Source: an optimization exercise on an open RTL-to-GDS flow (aim: small area, a short achievable clock period and few clock cycles per item). Production flows keep margins and buffers that such runs may drop. In this exercise RTL edits were held to simulation tests only and were not proved equivalent to the original.

<file path="flow/design.v">
module fp_round (
    input  wire               sign,
    input  wire signed [11:0] e,
    input  wire        [27:0] m,
    output reg         [31:0] z
);
    reg [27:0] sm;
    reg  [7:0] ef;
    reg        lost;
    reg  [5:0] sh;
    reg [27:0] mask;
    reg        inc;
    reg [30:0] base, ones, on;
    reg [30:0] mag;
    integer    d, j;
    always @* begin
        sm      = m;
        ef      = e[7:0];
        lost    = 1'b0;
        sh      = 6'd0;
        mask    = 28'd0;
        if (e <= 12'sd0) begin
            if (e < -12'sd26) begin
                sm   = 28'd0;
                lost = |m;
            end else begin
                sh      = 6'd1 - e[5:0];
                sm      = m >> sh;
                for (j = 0; j < 28; j = j + 1)
                    mask[j] = (j < sh);
                lost    = |(m & mask);
            end
            ef = 8'd0;
        end
        inc  = sm[3] & (sm[4] | (|sm[2:0]) | lost);
        base = {ef, sm[26:4]};
        ones = {base[29:0], 1'b1};
        for (d = 1; d < 31; d = d * 2) begin
            on = ones;
            for (j = d; j < 31; j = j + 1)
                on[j] = ones[j] & ones[j-d];
            ones = on;
        end
        mag = base ^ (ones & {31{inc}});
        if (e >= 12'sd255)
            z = {sign, 8'hFF, 23'd0};
        else
            z = {sign, mag};
    end
endmodule
module pfx_add #(
    parameter W = 28
) (
    input  wire [W-1:0] a,
    input  wire [W-1:0] b,
    input  wire         ci,
    output wire [W-1:0] s,
    output wire         co
);
    reg [W-1:0] g, p, gg, pp, gn, pn;
    integer     d, j;
    always @* begin
        g  = a & b;
        p  = a ^ b;
        gg = g;
        gg[0] = g[0] | (p[0] & ci);
        pp = p;
        for (d = 1; d < W; d = d * 2) begin
            gn = gg;
            pn = pp;
            for (j = d; j < W; j = j + 1) begin
                gn[j] = gg[j] | (pp[j] & gg[j-d]);
                pn[j] = pp[j] & pp[j-d];
            end
            gg = gn;
            pp = pn;
        end
    end
    assign s  = p ^ {gg[W-2:0], ci};
    assign co = gg[W-1];
endmodule
module fp_fin (
    input  wire               sign,
    input  wire signed [11:0] e,
    input  wire        [27:0] m,
    input  wire         [1:0] spec,
    output reg         [31:0] z
);
    wire [31:0] r;
    fp_round u_round (.sign(sign), .e(e), .m(m), .z(r));
    always @* begin
        case (spec)
            2'd1:    z = 32'h7FC00000;
            2'd2:    z = {sign, 8'hFF, 23'd0};
            2'd3:    z = {sign, 31'd0};
            default: z = r;
        endcase
    end
endmodule
module fp_mul_a (
    input  wire        [31:0] a,
    input  wire        [31:0] b,
    output wire        [47:0] ps,
    output wire        [47:0] pc,
    output wire signed [11:0] e,
    output wire               sign,
    output wire         [1:0] spec    
);
    wire [7:0] ea = a[30:23];
    wire [7:0] eb = b[30:23];
    wire a_nan  = (ea == 8'hFF) && (a[22:0] != 23'd0);
    wire b_nan  = (eb == 8'hFF) && (b[22:0] != 23'd0);
    wire a_inf  = (ea == 8'hFF) && (a[22:0] == 23'd0);
    wire b_inf  = (eb == 8'hFF) && (b[22:0] == 23'd0);
    wire a_zero = (a[30:0] == 31'd0);
    wire b_zero = (b[30:0] == 31'd0);
    assign sign = a[31] ^ b[31];
    wire [23:0] ma = {ea != 8'd0, a[22:0]};
    wire [23:0] mb = {eb != 8'd0, b[22:0]};
    wire  [8:0] xa = (ea == 8'd0) ? 9'd1 : {1'b0, ea};
    wire  [8:0] xb = (eb == 8'd0) ? 9'd1 : {1'b0, eb};
    booth24cs u_mul (.a(ma), .b(mb), .s(ps), .c(pc));
    assign e = $signed({3'd0, xa}) + $signed({3'd0, xb}) - 12'sd126;
    assign spec = (a_nan || b_nan || (a_inf && b_zero) || (b_inf && a_zero)) ? 2'd1 :
                  (a_inf || b_inf) ? 2'd2 :
                  (a_zero || b_zero) ? 2'd3 : 2'd0;
endmodule
module fp_mul_b (
    input  wire        [47:0] ps,
    input  wire        [47:0] pc,
    input  wire signed [11:0] e0,
    output wire signed [11:0] e,
    output wire        [27:0] m
);
    wire [47:0] p;
    wire        co;
    pfx_add #(.W(48)) u_fin (.a(ps), .b(pc), .ci(1'b0), .s(p), .co(co));
    reg  [5:0] lz;
    reg        found;
    integer    i;
    always @* begin
        lz    = 6'd0;
        found = 1'b0;
        for (i = 47; i >= 0; i = i - 1)
            if (!found && p[i]) begin
                lz    = 6'd47 - i[5:0];
                found = 1'b1;
            end
    end
    wire [47:0] pn = p << lz;
    reg  [47:0] smask;
    always @* begin
        for (i = 0; i < 48; i = i + 1)
            smask[i] = (i + lz <= 20);
    end
    assign e = e0 - $signed({6'd0, lz});
    assign m = {pn[47:21], |(p & smask)};
endmodule
module booth24cs (
    input  wire [23:0] a,
    input  wire [23:0] b,
    output wire [47:0] s,
    output wire [47:0] c
);
    wire [26:0] bx = {2'b00, b, 1'b0};
    reg  [47:0] r0, r1, r2, r3, r4, r5, r6, r7, r8, r9, r10, r11, r12, nv;
    reg  [47:0] row;
    reg  [25:0] mag;
    reg         neg;
    reg   [2:0] t;
    integer     i;
    always @* begin
        nv = 48'd0;
        {r0, r1, r2, r3, r4, r5, r6, r7, r8, r9, r10, r11, r12} = {13{48'd0}};
        for (i = 0; i < 13; i = i + 1) begin
            t   = bx[2*i +: 3];
            neg = t[2] & ~(t[1] & t[0]);
            case (t)
                3'b001, 3'b010, 3'b101, 3'b110: mag = {2'b00, a};
                3'b011, 3'b100:                 mag = {1'b0, a, 1'b0};
                default:                        mag = 26'd0;
            endcase
            mag     = mag ^ {26{neg}};
            mag[25] = ~mag[25];
            row     = {22'd0, mag} << (2*i);
            nv[2*i] = neg;
            case (i)
                0: r0 = row;   1: r1 = row;   2: r2 = row;   3: r3 = row;
                4: r4 = row;   5: r5 = row;   6: r6 = row;   7: r7 = row;
                8: r8 = row;   9: r9 = row;   10: r10 = row; 11: r11 = row;
                default: r12 = row;
            endcase
        end
    end
    function automatic [95:0] csa(input [47:0] x, input [47:0] y, input [47:0] z);
        csa = {x ^ y ^ z, ((x & y) | (x & z) | (y & z)) << 1};
    endfunction
    wire [47:0] KC = 48'h555556000000;
    wire [95:0] c1a = csa(r0, r1, r2);
    wire [95:0] c1b = csa(r3, r4, r5);
    wire [95:0] c1c = csa(r6, r7, r8);
    wire [95:0] c1d = csa(r9, r10, r11);
    wire [95:0] c1e = csa(r12, nv, KC);
    wire [95:0] c2a = csa(c1a[95:48], c1a[47:0], c1b[95:48]);
    wire [95:0] c2b = csa(c1b[47:0], c1c[95:48], c1c[47:0]);
    wire [95:0] c2c = csa(c1d[95:48], c1d[47:0], c1e[95:48]);
    wire [95:0] c3a = csa(c2a[95:48], c2a[47:0], c2b[95:48]);
    wire [95:0] c3b = csa(c2b[47:0], c2c[95:48], c2c[47:0]);
    wire [95:0] c4a = csa(c3a[95:48], c3a[47:0], c3b[95:48]);
    wire [95:0] c5a = csa(c4a[95:48], c4a[47:0], c3b[47:0]);
    wire [95:0] c6a = csa(c5a[95:48], c5a[47:0], c1e[47:0]);
    assign s = c6a[95:48];
    assign c = c6a[47:0];
endmodule
module fp_add_a (
    input  wire [31:0] a,
    input  wire [31:0] b,
    output wire [26:0] ma_al,
    output reg  [26:0] mb_al,
    output wire  [7:0] xbig,
    output wire        bsign,    
    output wire        sub,
    output wire  [1:0] spec,     
    output wire        ssign     
);
    wire a_nan = (a[30:23] == 8'hFF) && (a[22:0] != 23'd0);
    wire b_nan = (b[30:23] == 8'hFF) && (b[22:0] != 23'd0);
    wire a_inf = (a[30:23] == 8'hFF) && (a[22:0] == 23'd0);
    wire b_inf = (b[30:23] == 8'hFF) && (b[22:0] == 23'd0);
    wire        a_ge;
    wire [30:0] cmp_unused;
    pfx_add #(.W(31)) u_cmp (.a(a[30:0]), .b(~b[30:0]), .ci(1'b1), .s(cmp_unused), .co(a_ge));
    wire        swap = !a_ge;
    wire [31:0] big  = swap ? b : a;
    wire [31:0] sml  = swap ? a : b;
    wire [23:0] mbig = {big[30:23] != 8'd0, big[22:0]};
    wire [23:0] msml = {sml[30:23] != 8'd0, sml[22:0]};
    assign      xbig = (big[30:23] == 8'd0) ? 8'd1 : big[30:23];
    wire  [7:0] xsml = (sml[30:23] == 8'd0) ? 8'd1 : sml[30:23];
    wire  [7:0] d    = xbig - xsml;
    assign      sub  = big[31] ^ sml[31];
    assign      bsign = big[31];
    assign      ma_al  = {mbig, 3'b000};
    wire [26:0] mb_ext = {msml, 3'b000};
    reg  [26:0] mb_lost;
    always @* begin
        mb_lost = 27'd0;
        if (d >= 8'd27)
            mb_al = {26'd0, |mb_ext};
        else begin
            mb_al    = mb_ext >> d;
            mb_lost  = mb_ext << (8'd27 - d);
            mb_al[0] = mb_al[0] | (|mb_lost);
        end
    end
    assign spec  = (a_nan || b_nan || (a_inf && b_inf && (a[31] != b[31]))) ? 2'd1 :
                   (a_inf || b_inf) ? 2'd2 : 2'd0;
    assign ssign = a_inf ? a[31] : b[31];
endmodule
module fp_add_b (
    input  wire        [26:0] ma_al,
    input  wire        [26:0] mb_al,
    input  wire         [7:0] xbig,
    input  wire               bsign,
    input  wire               sub,
    input  wire         [1:0] spec_in,
    input  wire               ssign,
    output wire signed [11:0] e,
    output wire        [27:0] m,
    output wire               sign,
    output wire         [1:0] spec
);
    wire [27:0] sum;
    wire        sum_co;
    pfx_add #(.W(28)) u_sum (.a({1'b0, ma_al}), .b({1'b0, mb_al} ^ {28{sub}}), .ci(sub),
                             .s(sum), .co(sum_co));
    reg  [4:0] lz;
    reg        found;
    integer    i;
    always @* begin
        lz    = 5'd0;
        found = 1'b0;
        for (i = 27; i >= 0; i = i - 1)
            if (!found && sum[i]) begin
                lz    = 5'd27 - i[4:0];
                found = 1'b1;
            end
    end
    assign m = sum << lz;
    assign e = $signed({4'd0, xbig}) + 12'sd1 - $signed({7'd0, lz});
    wire zero = (sum == 28'd0);
    assign spec = (spec_in != 2'd0) ? spec_in : zero ? 2'd3 : 2'd0;
    assign sign = (spec_in == 2'd2) ? ssign : (zero && sub) ? 1'b0 : bsign;
endmodule
module fp_div_pre (
    input  wire        [31:0] a,
    input  wire        [31:0] b,
    output wire        [25:0] rem,
    output wire        [23:0] dvs,
    output wire signed [11:0] qe,
    output wire               qs,
    output wire         [1:0] spec    
);
    wire [7:0] ea = a[30:23];
    wire [7:0] eb = b[30:23];
    wire a_nan  = (ea == 8'hFF) && (a[22:0] != 23'd0);
    wire b_nan  = (eb == 8'hFF) && (b[22:0] != 23'd0);
    wire a_inf  = (ea == 8'hFF) && (a[22:0] == 23'd0);
    wire b_inf  = (eb == 8'hFF) && (b[22:0] == 23'd0);
    wire a_zero = (a[30:0] == 31'd0);
    wire b_zero = (b[30:0] == 31'd0);
    assign qs   = a[31] ^ b[31];
    wire [23:0] ma = {ea != 8'd0, a[22:0]};
    wire [23:0] mb = {eb != 8'd0, b[22:0]};
    reg [4:0] lza, lzb;
    reg       fa, fb;
    integer   i;
    always @* begin
        lza = 5'd0;
        lzb = 5'd0;
        fa  = 1'b0;
        fb  = 1'b0;
        for (i = 23; i >= 0; i = i - 1) begin
            if (!fa && ma[i]) begin
                lza = 5'd23 - i[4:0];
                fa  = 1'b1;
            end
            if (!fb && mb[i]) begin
                lzb = 5'd23 - i[4:0];
                fb  = 1'b1;
            end
        end
    end
    wire        [23:0] na = ma << lza;
    wire        [23:0] nb = mb << lzb;
    wire signed [11:0] xa = ((ea == 8'd0) ? 12'sd1 : $signed({4'd0, ea})) - $signed({7'd0, lza});
    wire signed [11:0] xb = ((eb == 8'd0) ? 12'sd1 : $signed({4'd0, eb})) - $signed({7'd0, lzb});
    wire               ge;
    wire        [23:0] cmp_unused;
    pfx_add #(.W(24)) u_cmp (.a(na), .b(~nb), .ci(1'b1), .s(cmp_unused), .co(ge));
    wire               lt = !ge;
    assign rem  = lt ? {1'b0, na, 1'b0} : {2'b00, na};
    assign dvs  = nb;
    assign qe   = xa - xb + (lt ? 12'sd126 : 12'sd127);
    assign spec = (a_nan || b_nan || (a_inf && b_inf) || (a_zero && b_zero)) ? 2'd1 :
                  (a_inf || b_zero) ? 2'd2 :
                  (a_zero || b_inf) ? 2'd3 : 2'd0;
endmodule
module fp_srt_steps #(
    parameter N = 4
) (
    input  wire [27:0] wsi,
    input  wire [27:0] wci,
    input  wire [23:0] dvs,
    input  wire [26:0] qpi,
    input  wire [26:0] qni,
    output reg  [27:0] wso,
    output reg  [27:0] wco,
    output reg  [26:0] qpo,
    output reg  [26:0] qno
);
    wire [27:0] d2  = {3'b000, dvs, 1'b0};
    reg  [27:0] vs, vc, xd;
    reg   [3:0] est;
    reg         qpos, qneg;
    integer     k;
    always @* begin
        wso = wsi;
        wco = wci;
        qpo = qpi;
        qno = qni;
        for (k = 0; k < N; k = k + 1) begin
            vs   = {wso[26:0], 1'b0};
            vc   = {wco[26:0], 1'b0};
            est  = vs[27:24] + vc[27:24];
            qpos = !est[3];                    
            qneg = est[3] && (est != 4'hF);    
            xd   = qpos ? ~d2 : qneg ? d2 : 28'd0;
            wso  = vs ^ vc ^ xd;
            wco  = {((vs[26:0] & vc[26:0]) | (vs[26:0] & xd[26:0]) | (vc[26:0] & xd[26:0])), qpos};
            qpo  = {qpo[25:0], qpos};
            qno  = {qno[25:0], qneg};
        end
    end
endmodule
module fp_srt_fix (
    input  wire [27:0] ws,
    input  wire [27:0] wc,
    input  wire [23:0] dvs,
    input  wire [26:0] qp,
    input  wire [26:0] qn,
    output wire [26:0] q,
    output wire        sticky
);
    wire [27:0] w, w2, cs_s, cs_c;
    wire        co0, co1, co2;
    wire [27:0] d2 = {3'b000, dvs, 1'b0};
    pfx_add #(.W(28)) u_w (.a(ws), .b(wc), .ci(1'b0), .s(w), .co(co0));
    assign cs_s = ws ^ wc ^ d2;
    assign cs_c = {((ws[26:0] & wc[26:0]) | (ws[26:0] & d2[26:0]) | (wc[26:0] & d2[26:0])), 1'b0};
    pfx_add #(.W(28)) u_w2 (.a(cs_s), .b(cs_c), .ci(1'b0), .s(w2), .co(co1));
    wire neg = w[27];
    wire [26:0] qq;
    pfx_add #(.W(27)) u_q (.a(qp), .b(~qn), .ci(!neg), .s(qq), .co(co2));
    assign q      = qq;
    assign sticky = neg ? (w2 != 28'd0) : (w != 28'd0);
endmodule
module pedais_fx (
    input  wire        clk,
    input  wire        rst,
    input  wire        start,
    input  wire        load,
    input  wire        op,       
    input  wire  [1:0] ksel,     
    input  wire        tone,
    input  wire        lvl,
    input  wire        mix,
    input  wire [31:0] p0,
    input  wire [31:0] p1,
    input  wire [31:0] p2,
    input  wire [31:0] p3,
    input  wire [31:0] x,
    output wire        ready,
    output reg         done,
    output reg  [31:0] y
);
    localparam [31:0] F_ONE  = 32'h3F800000;
    localparam [31:0] F_TEN  = 32'h41200000;
    localparam [31:0] F_MZ   = 32'h80000000;
    localparam SPS = 3;                        
    localparam DST = (27 + SPS - 1) / SPS;     
    localparam P   = 6 + DST;                  
    localparam NS  = P + 12;                   
    localparam KR  = P + 7;                    
    localparam NB  = 4;                        
    localparam [1:0] K_SMP = 2'd0, K_LD = 2'd1, K_LD2 = 2'd2;
    reg [31:0] F0 [0:NB-1];    
    reg [31:0] F1 [0:NB-1];    
    reg [31:0] F2 [0:NB-1];    
    reg [31:0] F3 [0:NB-1];    
    reg [31:0] F4 [0:NB-1];    
    reg [31:0] cF0, cF3;
    reg  [5:0] cFL;            
    reg  [5:0] cnt [0:NB-1];   
    reg  [1:0] cb;             
    wire [1:0] nb = (cb == NB - 1) ? 2'd0 : cb + 2'd1;
    reg        ready_r, pend2;
    reg        i_acc, i_ld;
    reg [31:0] i_x, i_p0, i_p1, i_p2, i_p3;
    reg  [5:0] i_fl;           
    wire       t_ld = i_acc && i_ld;            
    wire [1:0] nbe  = t_ld ? ((nb == NB - 1) ? 2'd0 : nb + 2'd1) : nb;
    assign ready = ready_r && (cnt[nbe] <= 6'd2);
    wire acc    = start && ready;
    reg [NS:1] v;
    reg  [1:0] k1, b1;
    reg [31:0] x1;
    reg [31:0] a1_a, a1_b;     
    localparam SBW = 43;
    wire [SBW-1:0] sb1;
    reg  [SBW*(NS-1)-1:0] sbs;    
    wire  [5:0] fl1  = cFL;
    wire [31:0] f0_1 = cF0;
    wire [31:0] f3_1 = cF3;
    wire [31:0] xa1  = {1'b0, x1[30:0]};
    wire x1_nan = (x1[30:23] == 8'hFF) && (x1[22:0] != 23'd0);
    wire t1_nan = (f0_1[30:23] == 8'hFF) && (f0_1[22:0] != 23'd0);
    wire t1_gt;
    wire [30:0] t1_unused;
    pfx_add #(.W(31)) u_gt1 (.a(xa1[30:0]), .b(~f0_1[30:0]), .ci(1'b0), .s(t1_unused), .co(t1_gt));
    wire above1 = !x1_nan && !t1_nan &&
                  (f0_1[31] ? (xa1[30:0] != 31'd0 || f0_1[30:0] != 31'd0) : t1_gt);
    assign sb1 = {above1, fl1, k1, b1, x1};
    wire [47:0] m1_ps, m1_pc; wire signed [11:0] m1_e; wire m1_s; wire [1:0] m1_sp;
    fp_mul_a u_m1a (.a(x1), .b(f0_1), .ps(m1_ps), .pc(m1_pc), .e(m1_e), .sign(m1_s), .spec(m1_sp));
    wire [26:0] a1_ma, a1_mb; wire [7:0] a1_x; wire a1_bs, a1_sub, a1_ss; wire [1:0] a1_sp;
    fp_add_a u_a1a (.a(a1_a), .b(a1_b), .ma_al(a1_ma), .mb_al(a1_mb), .xbig(a1_x), .bsign(a1_bs),
                    .sub(a1_sub), .spec(a1_sp), .ssign(a1_ss));
    reg [47:0] r2_ps, r2_pc; reg signed [11:0] r2_me; reg r2_ms; reg [1:0] r2_msp;
    reg [26:0] r2_ma, r2_mb; reg [7:0] r2_ax; reg r2_abs, r2_asub, r2_ass; reg [1:0] r2_asp;
    wire signed [11:0] m2_e; wire [27:0] m2_m;
    fp_mul_b u_m1b (.ps(r2_ps), .pc(r2_pc), .e0(r2_me), .e(m2_e), .m(m2_m));
    wire signed [11:0] a2_e; wire [27:0] a2_m; wire a2_s; wire [1:0] a2_sp;
    fp_add_b u_a1b (.ma_al(r2_ma), .mb_al(r2_mb), .xbig(r2_ax), .bsign(r2_abs), .sub(r2_asub),
                    .spec_in(r2_asp), .ssign(r2_ass), .e(a2_e), .m(a2_m), .sign(a2_s), .spec(a2_sp));
    reg signed [11:0] r3_me; reg [27:0] r3_mm; reg r3_ms; reg [1:0] r3_msp;
    reg signed [11:0] r3_ae; reg [27:0] r3_am; reg r3_as; reg [1:0] r3_asp;
    wire [SBW-1:0] sb3 = sbs[((3)-2)*SBW +: SBW];
    wire [1:0] b3 = sb3[33:32];
    wire [1:0] k3 = sb3[35:34];
    wire [5:0] fl3 = sb3[41:36];
    wire [31:0] m3, d3;
    fp_fin u_m1c (.sign(r3_ms), .e(r3_me), .m(r3_mm), .spec(r3_msp), .z(m3));
    fp_fin u_a1c (.sign(r3_as), .e(r3_ae), .m(r3_am), .spec(r3_asp), .z(d3));
    wire [31:0] kf3 = (fl3[4:3] == 2'd0) ? 32'h41200000 :
                      (fl3[4:3] == 2'd1) ? 32'h41A00000 : 32'h41F00000;
    wire [31:0] dd3 = (k3 == K_SMP) ? (fl3[5] ? d3 : m3) :
                      (k3 == K_LD && !fl3[5] && fl3[2]) ? F1[b3] : F2[b3];
    wire [31:0] dv3 = (k3 == K_SMP) ? (fl3[5] ? F1[b3] : kf3) : F_TEN;
    reg [31:0] r4_dd, r4_dv;
    wire [25:0] p_rem; wire [23:0] p_dvs; wire signed [11:0] p_qe; wire p_qs; wire [1:0] p_sp;
    fp_div_pre u_dpre (.a(r4_dd), .b(r4_dv), .rem(p_rem), .dvs(p_dvs), .qe(p_qe),
                       .qs(p_qs), .spec(p_sp));
    localparam DW = 28 + 28 + 24 + 27 + 27 + 12 + 1 + 2;
    reg  [DW*(DST+1)-1:0] ds;
    wire [DW*(DST+1)-1:0] ds_in;
    assign ds_in[0 +: DW] = {2'b00, p_rem, 28'd0, p_dvs, 27'd0, 27'd0, p_qe, p_qs, p_sp};
    genvar g;
    generate
        for (g = 0; g < DST; g = g + 1) begin : dstep
            localparam integer NSTEP = (g < DST - 1) ? SPS : 27 - SPS * (DST - 1);
            wire [DW-1:0] di = ds[g*DW +: DW];
            wire [27:0] wso, wco; wire [26:0] qpo, qno;
            fp_srt_steps #(.N(NSTEP)) u_st (.wsi(di[DW-1 -: 28]), .wci(di[DW-29 -: 28]),
                                            .dvs(di[DW-57 -: 24]), .qpi(di[DW-81 -: 27]),
                                            .qni(di[DW-108 -: 27]), .wso(wso), .wco(wco),
                                            .qpo(qpo), .qno(qno));
            assign ds_in[(g+1)*DW +: DW] = {wso, wco, di[DW-57 -: 24], qpo, qno, di[14:0]};
        end
    endgenerate
    wire [DW-1:0] dF = ds[DST*DW +: DW];
    wire [26:0] fq; wire fst;
    fp_srt_fix u_dfix (.ws(dF[DW-1 -: 28]), .wc(dF[DW-29 -: 28]), .dvs(dF[DW-57 -: 24]),
                       .qp(dF[DW-81 -: 27]), .qn(dF[DW-108 -: 27]), .q(fq), .sticky(fst));
    reg [26:0] rP_q; reg rP_st; reg [14:0] rP_x;
    wire [31:0] qP;
    fp_fin u_dpost (.sign(rP_x[2]), .e(rP_x[14:3]), .m({rP_q, rP_st}), .spec(rP_x[1:0]), .z(qP));
    wire [SBW-1:0] sbP = sbs[((P)-2)*SBW +: SBW];
    wire [1:0] bP = sbP[33:32];
    wire [1:0] kP = sbP[35:34];
    wire [5:0] flP = sbP[41:36];
    wire wr_ts = v[P] && (kP == K_LD) && !flP[5] && flP[2];
    wire wr_ls = v[P] && (((kP == K_LD) && (flP[5] || !flP[2])) || (kP == K_LD2));
    reg [31:0] rA_q;
    reg [31:0] rA_t;    
    wire [SBW-1:0] sbA = sbs[((P+1)-2)*SBW +: SBW];
    wire [1:0] bA = sbA[33:32];
    wire [5:0] flA = sbA[41:36];
    wire q_nan = (rA_q[30:23] == 8'hFF) && (rA_q[22:0] != 23'd0);
    wire q_big = !q_nan && (rA_q[30:0] > 31'h3F800000);
    wire [31:0] clipA = q_big ? {rA_q[31], 31'h3F800000} : rA_q;
    wire [31:0] tsA = flA[2] ? F1[bA] : F_ONE;
    wire [47:0] mt_ps, mt_pc; wire signed [11:0] mt_e; wire mt_s; wire [1:0] mt_sp;
    fp_mul_a u_mta (.a(clipA), .b(tsA), .ps(mt_ps), .pc(mt_pc), .e(mt_e), .sign(mt_s), .spec(mt_sp));
    wire [26:0] c2_ma, c2_mb; wire [7:0] c2_x; wire c2_bs, c2_sub, c2_ss; wire [1:0] c2_sp;
    fp_add_a u_a2a (.a(rA_t), .b(rA_q), .ma_al(c2_ma), .mb_al(c2_mb), .xbig(c2_x), .bsign(c2_bs),
                    .sub(c2_sub), .spec(c2_sp), .ssign(c2_ss));
    reg [47:0] rB_ps, rB_pc; reg signed [11:0] rB_me; reg rB_ms; reg [1:0] rB_msp;
    reg [26:0] rB_ma, rB_mb; reg [7:0] rB_ax; reg rB_abs, rB_asub, rB_ass; reg [1:0] rB_asp;
    wire signed [11:0] mtB_e; wire [27:0] mtB_m;
    fp_mul_b u_mtb (.ps(rB_ps), .pc(rB_pc), .e0(rB_me), .e(mtB_e), .m(mtB_m));
    wire signed [11:0] c2B_e; wire [27:0] c2B_m; wire c2B_s; wire [1:0] c2B_sp;
    fp_add_b u_a2b (.ma_al(rB_ma), .mb_al(rB_mb), .xbig(rB_ax), .bsign(rB_abs), .sub(rB_asub),
                    .spec_in(rB_asp), .ssign(rB_ass), .e(c2B_e), .m(c2B_m), .sign(c2B_s), .spec(c2B_sp));
    reg signed [11:0] rC_me; reg [27:0] rC_mm; reg rC_ms; reg [1:0] rC_msp;
    reg signed [11:0] rC_ae; reg [27:0] rC_am; reg rC_as; reg [1:0] rC_asp;
    wire [SBW-1:0] sbC = sbs[((P+3)-2)*SBW +: SBW];
    wire [5:0] flC = sbC[41:36];
    wire [31:0] xC = sbC[31:0];
    wire [31:0] wC, cC;
    fp_fin u_mtc (.sign(rC_ms), .e(rC_me), .m(rC_mm), .spec(rC_msp), .z(wC));
    fp_fin u_a2c (.sign(rC_as), .e(rC_ae), .m(rC_am), .spec(rC_asp), .z(cC));
    wire [31:0] oC = !flC[5] ? wC : !sbC[42] ? xC : {cC[31] ^ xC[31], cC[30:0]};
    reg [31:0] rD_v;
    wire [SBW-1:0] sbD = sbs[((P+4)-2)*SBW +: SBW];
    wire [1:0] bD = sbD[33:32];
    wire [5:0] flD = sbD[41:36];
    wire [31:0] lsD = (!flD[5] && !flD[1]) ? F_ONE : F2[bD];
    wire [47:0] ml_ps, ml_pc; wire signed [11:0] ml_e; wire ml_s; wire [1:0] ml_sp;
    fp_mul_a u_mla (.a(rD_v), .b(lsD), .ps(ml_ps), .pc(ml_pc), .e(ml_e), .sign(ml_s), .spec(ml_sp));
    reg [47:0] rE_ps, rE_pc; reg signed [11:0] rE_me; reg rE_ms; reg [1:0] rE_msp;
    wire signed [11:0] mlE_e; wire [27:0] mlE_m;
    fp_mul_b u_mlb (.ps(rE_ps), .pc(rE_pc), .e0(rE_me), .e(mlE_e), .m(mlE_m));
    reg signed [11:0] rF_me; reg [27:0] rF_mm; reg rF_ms; reg [1:0] rF_msp;
    wire [31:0] sF;
    fp_fin u_mlc (.sign(rF_ms), .e(rF_me), .m(rF_mm), .spec(rF_msp), .z(sF));
    reg [31:0] rG_s;
    wire [SBW-1:0] sbG = sbs[((P+7)-2)*SBW +: SBW];
    wire [1:0] bG = sbG[33:32];
    wire [5:0] flG = sbG[41:36];
    wire mixG = !flG[5] && flG[0];
    wire [31:0] p3G = mixG ? F3[bG] : F_ONE;
    wire [47:0] mp_ps, mp_pc; wire signed [11:0] mp_e; wire mp_s; wire [1:0] mp_sp;
    fp_mul_a u_mpa (.a(rG_s), .b(p3G), .ps(mp_ps), .pc(mp_pc), .e(mp_e), .sign(mp_s), .spec(mp_sp));
    wire [47:0] mo_ps, mo_pc; wire signed [11:0] mo_e; wire mo_s; wire [1:0] mo_sp;
    fp_mul_a u_moa (.a(sbG[31:0]), .b(F4[bG]), .ps(mo_ps), .pc(mo_pc), .e(mo_e), .sign(mo_s), .spec(mo_sp));
    reg [47:0] rH_ps, rH_pc; reg signed [11:0] rH_me; reg rH_ms; reg [1:0] rH_msp;
    reg [47:0] rH_os, rH_oc; reg signed [11:0] rH_oe; reg rH_os_s; reg [1:0] rH_osp;
    wire signed [11:0] mpH_e; wire [27:0] mpH_m;
    fp_mul_b u_mpb (.ps(rH_ps), .pc(rH_pc), .e0(rH_me), .e(mpH_e), .m(mpH_m));
    wire signed [11:0] moH_e; wire [27:0] moH_m;
    fp_mul_b u_mob (.ps(rH_os), .pc(rH_oc), .e0(rH_oe), .e(moH_e), .m(moH_m));
    reg signed [11:0] rI_me; reg [27:0] rI_mm; reg rI_ms; reg [1:0] rI_msp;
    reg signed [11:0] rI_oe; reg [27:0] rI_om; reg rI_os; reg [1:0] rI_osp;
    wire [SBW-1:0] sbI = sbs[((P+9)-2)*SBW +: SBW];
    wire [5:0] flI = sbI[41:36];
    wire [31:0] uI, wI;
    fp_fin u_mpc (.sign(rI_ms), .e(rI_me), .m(rI_mm), .spec(rI_msp), .z(uI));
    fp_fin u_moc (.sign(rI_os), .e(rI_oe), .m(rI_om), .spec(rI_osp), .z(wI));
    wire [31:0] vI = (!flI[5] && flI[0]) ? wI : F_MZ;
    reg [31:0] rJ_u, rJ_v;
    wire [26:0] a3_ma, a3_mb; wire [7:0] a3_x; wire a3_bs, a3_sub, a3_ss; wire [1:0] a3_sp;
    fp_add_a u_a3a (.a(rJ_u), .b(rJ_v), .ma_al(a3_ma), .mb_al(a3_mb), .xbig(a3_x), .bsign(a3_bs),
                    .sub(a3_sub), .spec(a3_sp), .ssign(a3_ss));
    reg [26:0] rK_ma, rK_mb; reg [7:0] rK_ax; reg rK_abs, rK_asub, rK_ass; reg [1:0] rK_asp;
    wire signed [11:0] a3K_e; wire [27:0] a3K_m; wire a3K_s; wire [1:0] a3K_sp;
    fp_add_b u_a3b (.ma_al(rK_ma), .mb_al(rK_mb), .xbig(rK_ax), .bsign(rK_abs), .sub(rK_asub),
                    .spec_in(rK_asp), .ssign(rK_ass), .e(a3K_e), .m(a3K_m), .sign(a3K_s), .spec(a3K_sp));
    reg signed [11:0] rL_ae; reg [27:0] rL_am; reg rL_as; reg [1:0] rL_asp;
    wire [SBW-1:0] sbL = sbs[((NS)-2)*SBW +: SBW];
    wire [31:0] yL;
    fp_fin u_a3c (.sign(rL_as), .e(rL_ae), .m(rL_am), .spec(rL_asp), .z(yL));
    integer i;
    always @(posedge clk) begin
        i_ld  <= load;
        i_x   <= x;
        i_p0  <= p0;
        i_p1  <= p1;
        i_p2  <= p2;
        i_p3  <= p3;
        i_fl  <= {op, ksel, tone, lvl, mix};
        x1    <= i_x;
        a1_a  <= (pend2 || i_ld) ? F_ONE : {1'b0, i_x[30:0]};
        a1_b  <= (pend2 || i_ld) ? {~i_p3[31], i_p3[30:0]} : {~cF0[31], cF0[30:0]};
        k1    <= pend2 ? K_LD2 : (i_ld ? K_LD : K_SMP);
        b1    <= t_ld ? nb : cb;
        sbs   <= {sbs[SBW*(NS-2)-1:0], sb1};
        {r2_ps, r2_pc, r2_me, r2_ms, r2_msp} <= {m1_ps, m1_pc, m1_e, m1_s, m1_sp};
        {r2_ma, r2_mb, r2_ax, r2_abs, r2_asub, r2_ass, r2_asp} <=
            {a1_ma, a1_mb, a1_x, a1_bs, a1_sub, a1_ss, a1_sp};
        {r3_me, r3_mm, r3_ms, r3_msp} <= {m2_e, m2_m, r2_ms, r2_msp};
        {r3_ae, r3_am, r3_as, r3_asp} <= {a2_e, a2_m, a2_s, a2_sp};
        r4_dd <= dd3;
        r4_dv <= dv3;
        ds    <= ds_in;
        rP_q  <= fq;
        rP_st <= fst;
        rP_x  <= dF[14:0];
        rA_q  <= qP;
        rA_t  <= F0[bP];
        {rB_ps, rB_pc, rB_me, rB_ms, rB_msp} <= {mt_ps, mt_pc, mt_e, mt_s, mt_sp};
        {rB_ma, rB_mb, rB_ax, rB_abs, rB_asub, rB_ass, rB_asp} <=
            {c2_ma, c2_mb, c2_x, c2_bs, c2_sub, c2_ss, c2_sp};
        {rC_me, rC_mm, rC_ms, rC_msp} <= {mtB_e, mtB_m, rB_ms, rB_msp};
        {rC_ae, rC_am, rC_as, rC_asp} <= {c2B_e, c2B_m, c2B_s, c2B_sp};
        rD_v  <= oC;
        {rE_ps, rE_pc, rE_me, rE_ms, rE_msp} <= {ml_ps, ml_pc, ml_e, ml_s, ml_sp};
        {rF_me, rF_mm, rF_ms, rF_msp} <= {mlE_e, mlE_m, rE_ms, rE_msp};
        rG_s  <= sF;
        {rH_ps, rH_pc, rH_me, rH_ms, rH_msp} <= {mp_ps, mp_pc, mp_e, mp_s, mp_sp};
        {rH_os, rH_oc, rH_oe, rH_os_s, rH_osp} <= {mo_ps, mo_pc, mo_e, mo_s, mo_sp};
        {rI_me, rI_mm, rI_ms, rI_msp} <= {mpH_e, mpH_m, rH_ms, rH_msp};
        {rI_oe, rI_om, rI_os, rI_osp} <= {moH_e, moH_m, rH_os_s, rH_osp};
        rJ_u  <= uI;
        rJ_v  <= vI;
        {rK_ma, rK_mb, rK_ax, rK_abs, rK_asub, rK_ass, rK_asp} <=
            {a3_ma, a3_mb, a3_x, a3_bs, a3_sub, a3_ss, a3_sp};
        {rL_ae, rL_am, rL_as, rL_asp} <= {a3K_e, a3K_m, a3K_s, a3K_sp};
        y     <= yL;
        if (t_ld) begin
            F0[nb] <= i_p0;
            F1[nb] <= i_p1;
            F2[nb] <= i_p2;
            F3[nb] <= i_p3;
            cF0    <= i_p0;
            cF3    <= i_p3;
            cFL    <= i_fl;
        end
        if (v[3] && k3 == K_LD)
            F4[b3] <= d3;
        if (wr_ts)
            F1[bP] <= qP;
        if (wr_ls)
            F2[bP] <= qP;
        if (rst) begin
            i_acc   <= 1'b0;
            v       <= {NS{1'b0}};
            done    <= 1'b0;
            ready_r <= 1'b1;
            pend2   <= 1'b0;
            cb      <= 2'd0;
            for (i = 0; i < NB; i = i + 1)
                cnt[i] <= 6'd0;
        end else begin
            i_acc   <= acc;
            v       <= {v[NS-1:1], i_acc | pend2};
            done    <= v[NS] && (sbL[35:34] == K_SMP);
            pend2   <= t_ld && !i_fl[5] && i_fl[2] && i_fl[1];
            ready_r <= !(acc && load && !op && tone && lvl);
            if (t_ld)
                cb <= nb;
            for (i = 0; i < NB; i = i + 1)
                if ((i_acc | pend2) && (t_ld ? nb : cb) == i)
                    cnt[i] <= KR;
                else if (cnt[i] != 6'd0)
                    cnt[i] <= cnt[i] - 6'd1;
        end
    end
endmodule
</file>
<file path="flow/flow/run.sh">
#!/bin/bash
# The standard layout (standard.sh: ORFS synthesis to final layout, with
# the settings of config.mk), except that the timing repair after clock-tree
# synthesis and after global routing aims for SETUP_SLACK_MARGIN ns of setup
# slack at the design's clock period instead of 0 ns. The clock period and
# all constraints are unchanged; only how hard repair_timing works changes.
# Each step's full output stays in ORFS's own logs under orfs/logs; make's
# output goes to standard.log here.
set -euo pipefail
export SETUP_SLACK_MARGIN=17.5
bash standard.sh > standard.log 2>&1
</file>
<file path="flow/standard.sh">
#!/bin/bash
# synth_recipe.tcl (not shown) runs the flow's synth.tcl, then flattens the netlist and writes it again
# the make line also repeats each setting of config.mk as NAME=value (left out here)
make -C /OpenROAD-flow-scripts/flow DESIGN_CONFIG=/design/flow/config.mk WORK_HOME=/design/flow/orfs CLKGATE_MAP_FILE= SYNTH_SCRIPT=/design/flow/synth_recipe.tcl "${@:-finish}"
</file>
<file path="flow/config.mk">
export PLATFORM = sky130hd
export DESIGN_NAME = pedais_fx
export DESIGN_NICKNAME = pedais_fx
export VERILOG_FILES = /design/flow/design.v
export SDC_FILE = /design/flow/constraint.sdc
export NUM_CORES = 4
export LEC_CHECK = 0
export ABC_CLOCK_PERIOD_IN_PS = 7000
export CAP_MARGIN = 20
export CORE_MARGIN = 2
export CORE_UTILIZATION = 40
export PLACE_DENSITY = 0.5
export SLEW_MARGIN = 20
export SYNTH_HIERARCHICAL = 1
export TNS_END_PERCENT = 20
</file>
<file path="flow/constraint.sdc">
create_clock -name core_clock -period 25.0 [get_ports {clk}]
set_input_delay 5.0000 -clock core_clock [delete_from_list [all_inputs] [get_ports {clk}]]
set_output_delay 5.0000 -clock core_clock [all_outputs]
set_load 0.01 [all_outputs]
</file>
==> impl_metrics.py, run 1 <==
metrics = {
    "hold_path": {
        "hold_depth": 0,
        "hp-start": "ds[895]$_DFF_P_",
        "hp-class": "register to register",
    },
    "floorplan": {
        "core_area_um2": 817000,
        "die_x_um": 909,
        "rows": 332,
        "pin_count": 204,
        "die_h_um": 909,
        "start_util_pct": 40.1,
        "die_area_um2": 826000,
    },
    "drt": {
        "via_count": 256000,
        "drc": 0,
        "drt_pass1_iterations": 7,
        "vias_per_cell": 5.74,
        "routed_wl_mm": 1150,
        "routedWlPerCell_um": 25.8,
        "detail-route-antenna-nets": 0,
        "drt_iter0_drc": 23900,
    },
    "sta": {
        "period_minus_slack_ps": 7790,
        "slew_violations": 0,
        "setup-violations-final": 0,
        "setup-tns-final_ps": 0,
        "fmax_ghz": 0.128,
        "period_share_pct": 31.1,
        "tightest_slew_ps": 1220,
        "rsz0062_at_grt": "true",
        "slew_headroom_pct": 18.4,
        "fin_skew_ps": 82.0,
        "final_hold_viol_count": 0,
    },
    "worst_setup_path": {
        "path_class": "register to output port",
        "cp_max_fo": 7,
        "reg2reg_from": "sbs[634]$_DFF_P_",
        "max_stage_delay_ps": 390,
        "worstPathCellList": "inv_4 -> ha_4 -> nand3b_1 -> and3b_2 -> nor4b_4 -> buf_2",
        "cp.required_ps": 20000,
        "ff2ff_path_depth": 19,
        "crit_arrival_ps": 2790,
        "start_kind": "register",
        "slowest_stage": "dfxtp_4",
        "end_kind": "output port",
        "startpoint": "cb[1]$_SDFF_PP0_",
    },
    "outcome": {
        "run_status": "timing/DRC/antenna clean",
    },
    "clock_tree": {
        "cts_tree": "done",
        "clk_pin_slew_ps": 60,
        "cts_root_buf": "clkbuf_16",
        "cts_buffers": 519,
        "clk_path_buf_depth": 4,
        "clk_latency_ps": 1140,
        "cts_max_level": 6,
        "cts_sinks": 4472,
    },
    "yosys": {
        "yosysWarnings": 22,
        "synthCells": 34400,
        "syn_area_per_cell_um2": 9.52,
        "synthesis.area_um2": 328000,
    },
    "cells_and_area": {
        "nets": 37100,
        "areaGrowthSynthToFinish_pct": 8.30,
        "mostFrequentLayoutCell": "dfxtp_1",
        "final_layout_size_suffix_gt1_share_pct": 10.2,
        "stdcell_count": 44600,
        "layout_common_cells": "dfxtp_1, inv_1, nand2_1, fa_1, xnor2_1",
    },
    "run": {
        "drv_cap": 0,
    },
    "global_route": {
        "grt-ovfl-total": 0,
        "antenna_found_initial": 55,
        "grt_usage_pct": 27.0,
        "grt_pass1_wl_mm": 1720,
        "grt_max_degree": 97,
        "grt_pass1_vias": 256000,
    },
    "placed_design": {
        "dpl.cell_count": 43400,
        "port_buffers": 203,
        "dp_hpwl_mm": 870,
        "gp_congestion": 0.939,
    },
}
## stage by stage
stage / util [%] / hold slack [ps] / setup slack (ps) / area (um^2)
2_1_floorplan: - / 310 / 18190 / 328000
3_3_place_gp: 40.9 / 310 / 16220 / 334000
5_1_grt: 43.4 / 297 / 17090 / 355000
3_5_place_dp: 40.9 / 312 / 16010 / 334000
6_report: 43.4 / 273 / 17210 / 355000
4_1_cts: 43.2 / 292 / 17150 / 353000
## routing by layer
| metal | track usage, % | vias up | part of all wire [%] |
|---|---|---|---|
| li1 | - | 117000 | - |
| met1 | 37.0 | 127000 | 44 |
| met2 | 43.8 | 9352 | 46 |
| met3 | 3.39 | 1912 | 6.1 |
| met4 | 9.68 | 18 | 4.2 |
| met5 | 0 | - | 0.010 |
## worst max-delay path, delay by kind of cell, from the launching register on
| kind | cells | cell delay (ps) |
|---|---|---|
| buf+inv | 2 | 250 |
| fa+ha+maj | 1 | 270 |
| simple gates | 3 | 750 |
| flops | 1 | 390 |
## final timing paths
check | to | slack [ps]
setup / recovery | ready | 17210
hold / removal | ds[1044]$_DFF_P_ | 270
setup reg to reg | rB_ps[17]$_DFF_P_ | 17380
hold reg to reg | ds[1044]$_DFF_P_ | 270
## state kept, by name, indices dropped and copies added (netlist names), 48 cells and up
name	cells
F0	128
F1	128
F2	128
F3	128
F4	128
ds	1174
r2_pc	48
r2_ps	48
rB_pc	48
rB_ps	48
rE_pc	48
rE_ps	48
rH_oc	48
rH_os	48
rH_pc	48
rH_ps	48
sbs	866
## final cells by class
cell class	count	area (um^2)
repair inverters	7	35.0
clock buffers	679	14500
diodes	77	193
well taps	10900	13600
flip-flops and latches	4472	96400
inverters	3357	12700
clock inverters	264	3510
repair buffers	794	6650
multi-input cells	24100	207000
fillers	79200	462000
## repair_timing
item | in CTS | in global routing
hold buffers | 0 | 0
buffers inserted | 25 | 78
endpoints found under the setup margin | 525 | 667
pin swaps | 20 | 33
cloned | 30 | 14
resized for setup | 52 | 151
Testbench counts, summed over its fixed seeds: cycles 3,392, items 2,945.
==> run 2: changes to the inputs <==
--- a/flow/design.v
+++ b/flow/design.v
@@ -445,5 +445,5 @@
     reg  [1:0] cb;             
     wire [1:0] nb = (cb == NB - 1) ? 2'd0 : cb + 2'd1;
-    reg        ready_r, pend2;
+    reg        ready_q, pend2;
     reg        i_acc, i_ld;
     reg [31:0] i_x, i_p0, i_p1, i_p2, i_p3;
@@ -451,6 +451,22 @@
     wire       t_ld = i_acc && i_ld;            
     wire [1:0] nbe  = t_ld ? ((nb == NB - 1) ? 2'd0 : nb + 2'd1) : nb;
-    assign ready = ready_r && (cnt[nbe] <= 6'd2);
+    assign ready = ready_q;
     wire acc    = start && ready;
+    reg  [5:0] cnt_n [0:NB-1];
+    integer    n;
+    always @* begin
+        for (n = 0; n < NB; n = n + 1)
+            if ((i_acc | pend2) && (t_ld ? nb : cb) == n)
+                cnt_n[n] = KR;
+            else if (cnt[n] != 6'd0)
+                cnt_n[n] = cnt[n] - 6'd1;
+            else
+                cnt_n[n] = 6'd0;
+    end
+    wire [1:0] cb_n   = t_ld ? nb : cb;
+    wire [1:0] nb_n   = (cb_n == NB - 1) ? 2'd0 : cb_n + 2'd1;
+    wire [1:0] nb2_n  = (nb_n == NB - 1) ? 2'd0 : nb_n + 2'd1;
+    wire       free_a = cnt_n[nb_n] <= 6'd2;     
+    wire       free_b = cnt_n[nb2_n] <= 6'd2;    
     reg [NS:1] v;
     reg  [1:0] k1, b1;
@@ -677,5 +693,5 @@
             v       <= {NS{1'b0}};
             done    <= 1'b0;
-            ready_r <= 1'b1;
+            ready_q <= 1'b1;
             pend2   <= 1'b0;
             cb      <= 2'd0;
@@ -687,12 +703,9 @@
             done    <= v[NS] && (sbL[35:34] == K_SMP);
             pend2   <= t_ld && !i_fl[5] && i_fl[2] && i_fl[1];
-            ready_r <= !(acc && load && !op && tone && lvl);
-            if (t_ld)
-                cb <= nb;
+            ready_q <= !(acc && load && !op && tone && lvl) &&
+                       ((acc && load) ? free_b : free_a);
+            cb      <= cb_n;
             for (i = 0; i < NB; i = i + 1)
-                if ((i_acc | pend2) && (t_ld ? nb : cb) == i)
-                    cnt[i] <= KR;
-                else if (cnt[i] != 6'd0)
-                    cnt[i] <= cnt[i] - 6'd1;
+                cnt[i] <= cnt_n[i];
         end
     end
--- a/flow/flow/run.sh
+++ b/flow/flow/run.sh
@@ -8,4 +8,4 @@
 # output goes to standard.log here.
 set -euo pipefail
-export SETUP_SLACK_MARGIN=17.5
+export SETUP_SLACK_MARGIN=18
 bash standard.sh > standard.log 2>&1
==> run 2 against run 1 <==
  * Area after synthesis fell by 0.24%
  * Still clean
  * Core utilization rose by 0.29 points
  * Final cell count fell by 0.34%
  * First-iteration DRC count fell by 3.1%
  * Via count barely moved
  * Largest cell class unchanged
  * Worst setup slack improved by 720 ps
  * Count of clock-buffer cells in the layout fell by 45
  * Maximum frequency rose by 10%
==> impl_metrics.py, run 2 <==
metrics = {
    "outcome": {
        "run_status": "timing/DRC/antenna clean",
    },
    "cells_and_area": {
        "layout_common_cells": "dfxtp_1, inv_1, nand2_1, fa_1, xnor2_1",
        "areaGrowthSynthToFinish_pct": 9.17,
        "final_layout_size_suffix_gt1_share_pct": 11.8,
        "largest_register": "ds",
        "reg.largest.list": "ds x1174, sbs x866",
        "stdcell_count": 44500,
        "multi_input_area_um2": 208000,
        "seq_area_um2": 96400,
        "n_fill_cell": 78900,
        "nets": 37000,
        "largest_reg_flops": 1174,
        "mostFrequentLayoutCell": "dfxtp_1",
    },
    "sta": {
        "final_hold_viol_count": 0,
        "final.setup.worst_slack_ps": 17940,
        "slew_violations": 0,
        "holdWs_ps": 265,
        "fin_skew_ps": 135,
        "period_share_pct": 28.2,
        "setup-tns-final_ps": 0,
        "tightest_slew_ps": 1280,
        "period_minus_slack_ps": 7060,
        "rsz0062_at_grt": "true",
        "setup-violations-final": 0,
        "fmax_ghz": 0.142,
        "slew_headroom_pct": 13.9,
    },
    "yosys": {
        "synthesis.area_um2": 327000,
        "syn_area_per_cell_um2": 9.61,
        "yosysWarnings": 24,
        "synthCells": 34000,
    },
    "global_route": {
        "grt_pass1_vias": 256000,
        "antenna_found_initial": 87,
        "grt_pass1_wl_mm": 1730,
        "grt_max_degree": 101,
        "grt-ovfl-total": 0,
        "grt_usage_pct": 27.2,
    },
    "clock_tree": {
        "cts_sinks": 4472,
        "clk_latency_ps": 1140,
        "cts_tree": "done",
        "cts_max_level": 5,
        "clk_pin_slew_ps": 60,
        "cts_root_buf": "clkbuf_16",
        "clk_path_buf_depth": 4,
        "cts_buffers": 482,
    },
    "drt": {
        "drt_pass1_iterations": 8,
        "routedWlPerCell_um": 26.3,
        "detail-route-antenna-nets": 0,
        "via_count": 256000,
        "vias_per_cell": 5.76,
        "drt_iter0_drc": 23200,
        "drc": 0,
        "routed_wl_mm": 1170,
    },
    "placed_design": {
        "port_buffers": 203,
        "dp_hpwl_mm": 875,
        "gp_congestion": 0.940,
        "dpl.cell_count": 43100,
        "post-place-ws_ps": 16120,
    },
    "worst_setup_path": {
        "critPathBufInv": 1,
        "crit_arrival_ps": 2060,
        "worstPathCellList": "clkdlybuf4s50_1",
        "max_stage_delay_ps": 580,
        "cp.required_ps": 20000,
        "cp_max_fo": 3,
        "cp_top_family": "buffers and inverters",
        "path_class": "register to output port",
        "slowest_stage": "clkdlybuf4s50_1",
        "end_kind": "output port",
        "start_kind": "register",
    },
    "floorplan": {
        "die_area_um2": 824000,
        "die_h_um": 908,
        "core_area_um2": 816000,
        "start_util_pct": 40.1,
        "die_x_um": 908,
        "rows": 332,
        "pin_count": 204,
    },
    "hold_path": {
        "hp-class": "register to register",
    },
    "run": {
        "drv_cap": 0,
    },
}
==> run 2: changes by cell type in the layout (fill, tap and decap cells not counted), sizes merged, moves of 42 or more <==
cell	before	now
a32o	38	92
nand3	648	706
buf	589	755
nor2	1742	1572
nor3	614	544
nand2	2563	2322
o211ai	301	247
nand3b	94	52
mux2	617	703
nand2b	199	241
mux2i	1423	1230
and2	528	593
==> run 2: layout make-up <==
class                           instances  area share [%]
Timing Repair Buffer                  980            2.44
Antenna cell                           88          0.0617
Clock buffer                          634            3.78
Clock inverter                        277            1.03
Inverter                             3371            3.62
Tap cell                            10900            3.81
Timing Repair inverter                  7          0.0130
Sequential cell                      4472            27.0
Multi-Input combinational cell      23800            58.2
==> run 2: per-layer routing <==
layer,wire length (um),vias to the layer above,part of all wire [%],track usage [%]
li1,-,117000,-,-
met1,510000,127000,44,37.3
met2,524000,10100,45,43.4
met3,78700,2212,6.7,3.77
met4,57400,26,4.9,11.1
met5,181,-,0.015,0
==> run 2: repair_timing <==
action | in CTS | in global routing
setup buffers | 63 | 197
gates cloned | 37 | 38
pin swaps | 35 | 114
gates resized for setup | 154 | 490
endpoints found under the setup margin | 733 | 774
hold buffers | 0 | 0
==> run 2: final timing paths <==
path                 startpoint              end  slack [ps]  cells past startpoint
max reg2reg     ds[443]$_DFF_P_  ds[573]$_DFF_P_       18030                     25
min             ds[597]$_DFF_P_  ds[746]$_DFF_P_         260                      0
min reg2reg     ds[597]$_DFF_P_  ds[746]$_DFF_P_         260                      0
max          ready_q$_SDFF_PP1_            ready       17940                      1
==> run 2: through the flow <==
stage / utilization (%) / area, um^2
finish: 43.7 / 357000
global route: 43.7 / 357000
CTS: 43.2 / 352000
detailed placement: 40.8 / 333000
global placement: 40.8 / 333000
floorplan: - / 327000
Testbench counts of run 2, summed over its fixed seeds: cycles 3,392, items 2,945.
==> run 3: changes to the inputs <==
--- a/flow/config.mk
+++ b/flow/config.mk
@@ -8,6 +8,8 @@
 export ABC_CLOCK_PERIOD_IN_PS = 7000
 export CAP_MARGIN = 20
+export CELL_PAD_IN_SITES_DETAIL_PLACEMENT = 1
+export CELL_PAD_IN_SITES_GLOBAL_PLACEMENT = 2
 export CORE_MARGIN = 2
-export CORE_UTILIZATION = 40
+export CORE_UTILIZATION = 38
 export PLACE_DENSITY = 0.5
 export SLEW_MARGIN = 20
==> run 3 against run 2 <==
  * Clock skew is 31 ps lower
  * Maximum frequency hardly changed
  * Non-clock buffer count grew 93
  * Flip-flop and latch count stayed put
  * Count of clock-buffer cells in the layout up 58
  * Critical endpoint unchanged
  * Final cell count rose by 1.8%
  * Global-route usage up 2.2 points
  * Highest routed layer unchanged
==> impl_metrics.py, run 3 <==
metrics = {
    "sta": {
        "fmax_ghz": 0.142,
        "fin_skew_ps": 104,
        "slew_headroom_pct": 7.29,
        "final.setup.worst_slack_ps": 17940,
        "tightest_slew_ps": 1380,
        "slew_violations": 0,
        "setup-tns-final_ps": 0,
        "period_minus_slack_ps": 7060,
        "setup-violations-final": 0,
        "period_share_pct": 28.2,
        "final_hold_viol_count": 0,
        "rsz0062_at_grt": "true",
    },
    "global_route": {
        "grt_pass1_vias": 270000,
        "grt-ovfl-total": 0,
        "antenna_found_initial": 124,
        "grt_max_degree": 97,
        "grt_usage_pct": 29.4,
        "grt_pass1_wl_mm": 1920,
    },
    "placed_design": {
        "dpl.cell_count": 43800,
        "port_buffers": 203,
        "post-place-ws_ps": 16150,
        "dp_hpwl_mm": 1000,
        "gp_congestion": 0.925,
    },
    "yosys": {
        "synthCells": 34000,
        "synthesis.area_um2": 327000,
        "yosysWarnings": 24,
        "syn_area_per_cell_um2": 9.61,
    },
    "floorplan": {
        "pin_count": 204,
        "die_x_um": 931,
        "rows": 340,
        "core_area_um2": 857000,
        "die_h_um": 931,
        "start_util_pct": 38.1,
        "die_area_um2": 868000,
    },
    "clock_tree": {
        "clk_path_buf_depth": 4,
        "cts_root_buf": "clkbuf_16",
        "cts_buffers": 531,
        "clk_latency_ps": 1190,
        "cts_tree": "done",
        "cts_sinks": 4472,
        "cts_max_level": 6,
        "clk_pin_slew_ps": 70,
        "ctsHoldBuffers": 0,
    },
    "cells_and_area": {
        "layout_common_cells": "dfxtp_1, inv_1, nand2_1, fa_1, xnor2_1",
        "final_layout_size_suffix_gt1_share_pct": 12.3,
        "largest_register": "ds",
        "nets": 37100,
        "mostFrequentLayoutCell": "dfxtp_1",
        "largest_reg_flops": 1174,
        "stdcell_count": 45200,
        "reg.largest.list": "ds x1174, sbs x866",
        "areaGrowthSynthToFinish_pct": 10.3,
    },
    "worst_setup_path": {
        "end_kind": "output port",
        "critPathBufInv": 1,
        "cp_max_fo": 3,
        "max_stage_delay_ps": 560,
        "crit_arrival_ps": 2060,
        "path_class": "register to output port",
        "cp_top_family": "buffers and inverters",
        "start_kind": "register",
        "worstPathCellList": "clkdlybuf4s50_1",
        "slowest_stage": "clkdlybuf4s50_1",
        "cp.required_ps": 20000,
    },
    "hold_path": {
        "hp-class": "register to register",
    },
    "drt": {
        "drc": 0,
        "drt_iter0_drc": 20800,
        "routedWlPerCell_um": 29.2,
        "detail-route-antenna-nets": 0,
        "vias_per_cell": 5.73,
        "routed_wl_mm": 1320,
        "drt_pass1_iterations": 8,
        "via_count": 259000,
    },
    "run": {
        "drv_cap": 0,
    },
    "outcome": {
        "run_status": "timing/DRC/antenna clean",
    },
}
-- run 3: through the flow --
step,hold slack [ps],area (um^2),utilization [%]
3_3_place_gp,310,335000,39.0
4_1_cts,293,355000,41.4
2_1_floorplan,310,327000,-
3_5_place_dp,313,335000,39.0
6_report,298,360000,42.0
5_1_grt,303,360000,42.0
-- run 3: final timing paths --
| kind | from | endpoint | slack (ps) | cells past startpoint |
|---|---|---|---|---|
| worst max-delay path | ready_q$_SDFF_PP1_ | ready | 17940 | 1 |
| worst min-delay path | ds[1345]$_DFF_P_ | rP_x[4]$_DFF_P_ | 300 | 0 |
| worst max register to register | sbs[893]$_DFF_P_ | rH_ps[27]$_DFF_P_ | 18050 | 19 |
| worst min register to register | ds[1345]$_DFF_P_ | rP_x[4]$_DFF_P_ | 300 | 0 |
-- run 3: layout make-up --
type	count	area, um^2
fillers	95400	497000
multi-input cells	23800	208000
flip-flops and latches	4472	96400
clock buffers	692	14800
well taps	11500	14300
inverters	3371	13000
repair buffers	1073	9450
clock inverters	276	3930
diodes	133	333
repair inverters	12	82.6
-- run 3: what timing repair did --
| item | 4_1_cts | 5_1_grt |
|---|---|---|
| buffers inserted | 57 | 216 |
| gates cloned | 29 | 36 |
| pin swaps | 30 | 125 |
| gates resized for setup | 161 | 605 |
| setup endpoints to repair | 1008 | 1013 |
-- run 3: layer usage --
| layer | track usage (%) | wire [um] | up-vias |
|---|---|---|---|
| met5 | 0 | 329 | - |
| met4 | 8.46 | 42700 | 48 |
| met3 | 3.69 | 70800 | 1661 |
| met2 | 47.4 | 603000 | 7147 |
| met1 | 41.4 | 605000 | 134000 |
| li1 | - | - | 117000 |

separate check: timing with driven ports:
The flow's constraints put no driver on any port. The routed layouts listed below were extracted and timed again, unchanged, in two steps. Step 1, drivers: a clkbuf_16 drives clk and a buf_2 each remaining input, both assumed. Step 2 adds t to the input delays and takes it off the output delays; t is the mean of the earliest and latest rising clock arrival at the registers after step 1. Input paths then give back, and output paths get back, about the clock's delay inside the block. Slacks: no drivers / after step 1 / after step 2; pairs: no drivers / after step 1.
run | shift t [ns] | setup WS [ns] | hold WS [ns] | worst setup path after step 2 | latest minus earliest clock arrival (ns)
run 1 | 1.252 | 17.215 / 17.066 / 17.376 | 0.273 / 0.273 / 0.273 | register to register | 0.098 / 0.098
run 2 | 1.232 | 17.938 / 17.782 / 18.030 | 0.265 / 0.265 / 0.265 | register to register | 0.145 / 0.144
run 3 | 1.289 | 17.944 / 17.785 / 18.053 | 0.298 / 0.298 / 0.298 | register to register | 0.139 / 0.139
After both steps every run listed still meets setup and hold.
